Source: an optimization exercise on an open RTL-to-GDS flow (aim: small area). Production flows keep margins and buffers that such runs may drop.
In this exercise RTL edits were held to simulation tests only and were not proved equivalent to the original.
Power figures rest on the tool's default switching activity, not on a simulated workload.

==> v26: inputs <==
==> flow/design.v (excerpt) <==
module k1fcb (
    input  wire        clk,
    input  wire        rst,
    input  wire        in_valid,
    input  wire [7:0]  in_byte,
    output wire        in_ready,
    output wire        ob_valid,
    output wire [7:0]  ob_byte,
    output wire        rsp_valid,
    output wire [7:0]  rsp_op,
    output wire [7:0]  rsp_status,
    output wire [15:0] rsp_acc,
    output wire [7:0]  rsp_out,
    output wire [3:0]  rsp_xpos,
    output wire [1:0]  rsp_sflags,
    output wire [6:0]  rsp_rxn,
    output wire [6:0]  rsp_consumed,
    output wire        rsp_has_start,
    output wire [6:0]  rsp_start,
    output wire        rsp_ovf,
    output wire [15:0] rsp_len,
    output wire [15:0] rsp_type,
    output wire [15:0] rsp_dlen,
    output wire [15:0] rsp_crc_rx,
    output wire [15:0] rsp_crc_calc,
    output wire        rsp_crc_ok,
    output wire        rsp_dlen_ok,
    output wire        rsp_runt,
    output wire [6:0]  rsp_passes
);
    function [7:0] key;
        input [3:0] k;
        case (k)
            4'd0:  key = 8'h16;  4'd1:  key = 8'h6C;  4'd2:  key = 8'h14;  4'd3:  key = 8'hE6;
            4'd4:  key = 8'h2E;  4'd5:  key = 8'h91;  4'd6:  key = 8'h0D;  4'd7:  key = 8'h40;
            4'd8:  key = 8'h21;  4'd9:  key = 8'h35;  4'd10: key = 8'hD5;  4'd11: key = 8'h40;
            4'd12: key = 8'h13;  4'd13: key = 8'h03;  4'd14: key = 8'hE9;  default: key = 8'h80;
        endcase
    endfunction
    localparam [4:0] S_IDLE = 5'd0,  S_ARG  = 5'd1,
                     T_IN   = 5'd2,  T_CHK  = 5'd3,  T_INC  = 5'd4,
                     T_H0   = 5'd5,  T_H1   = 5'd6,  T_H2   = 5'd7,  T_H3   = 5'd8,
                     T_R0   = 5'd9,  T_R1   = 5'd10, T_R2   = 5'd11, T_R3   = 5'd12,
                     T_DATA = 5'd13, T_PAD  = 5'd14, T_C0   = 5'd15, T_C1   = 5'd16,
                     T_E0   = 5'd17, T_E1   = 5'd18,
  ...
export LEC_CHECK = 0
export CAP_MARGIN = 20
export CORE_MARGIN = 2
export CORE_UTILIZATION = 60
export CTS_CLUSTER_DIAMETER = 150
export CTS_CLUSTER_SIZE = 25
export PLACE_DENSITY = 0.75
export SLEW_MARGIN = 20
create_clock -name core_clock -period 11.0 [get_ports {clk}]
standard.sh (not shown) runs the stock make flow with config.mk's settings and CLKGATE_MAP_FILE= SYNTH_SCRIPT=/design/flow/synth_recipe.tcl, a recipe that flattens the netlist after the stock synthesis.
==> flow/flow/run.sh <==
#!/bin/bash
# Standard ORFS layout through the standard.sh, with two changes:
#  * technology mapping in synthesis uses an area-oriented ABC script
#    (flow/abc_map.script) in place of ORFS's abc_speed.script;
#  * every port still gets its own buffer, but buffer_ports uses the smallest buffer
#    (sky130_fd_sc_hd__buf_1) instead of the cell it picks by default.
# Everything else (the synthesis passes before and after ABC, flop mapping, floorplan,
# power grid, placement, CTS, routing) is ORFS's own.
set -euo pipefail
here=$(pwd)
rm -rf "$here/scripts"
cp -r "$FLOW_HOME/scripts" "$here/scripts"
cp "$here/flow/abc_map.script" "$here/scripts/abc_speed.script"
export SCRIPTS_DIR="$here/scripts"
export BUFFER_PORTS_ARGS="-buffer_cell sky130_fd_sc_hd__buf_1"
bash "$here/standard.sh" > "$here/orfs_make.log" 2>&1
==> flow/flow/abc_map.script <==
strash
dch -f
map -a
strash
dc2
dch -f
map -a
strash
&get -n
&st
&dch -f
&nf -R 1000 -p
&put
==> v8 (differences from v26) <==
- CORE_UTILIZATION: 60 -> 40
- CTS_CLUSTER_SIZE: 25 -> 20
- PLACE_DENSITY: 0.75 -> 0.6
==> summary.txt <==
In flip-flop and latch count, v26 and v8 do not differ. In critical path depth, v26 and v8 do not differ. In combinational power, v8 and v26 hardly differ. Between v8 and v26, the lower register-to-register slack is in v26 (gap 0.03 ns). v26 went through all stages and came out clean. v8 completed with no timing, DRC or antenna violations. In synthesized cell count, v8 and v26 do not differ.

==> what the ideal ports hide <==
The results above use ideal ports. As a check the final layouts listed here were re-extracted and re-timed, cells and wires unchanged.
Step 1 sets driving cells, clkbuf_16 on the clock port and buf_2 on the other inputs (assumed; they add their load-dependent delay and slew).
Step 2 also shifts input and output timing later by t, the mid clock arrival at the registers, as if the neighbouring blocks saw the same clock.
Three values: no drivers, after step 1, after step 2; two values: the first two.
run	shift t [ns]	setup slack, ns	latest minus earliest clock arrival (ns)	worst data-port slew with drivers (ns)	pins driven straight from the clock port
v26	0.619	3.826 / 3.806 / 3.806	0.050 / 0.049	0.05	1
v8	0.627	3.850 / 3.817 / 3.817	0.055 / 0.055	0.05	1
After both steps setup and hold are still met in every run listed. The setup slack of v8, which loses most, moves by -0.033 ns with the drivers and by -0.033 ns with both steps.
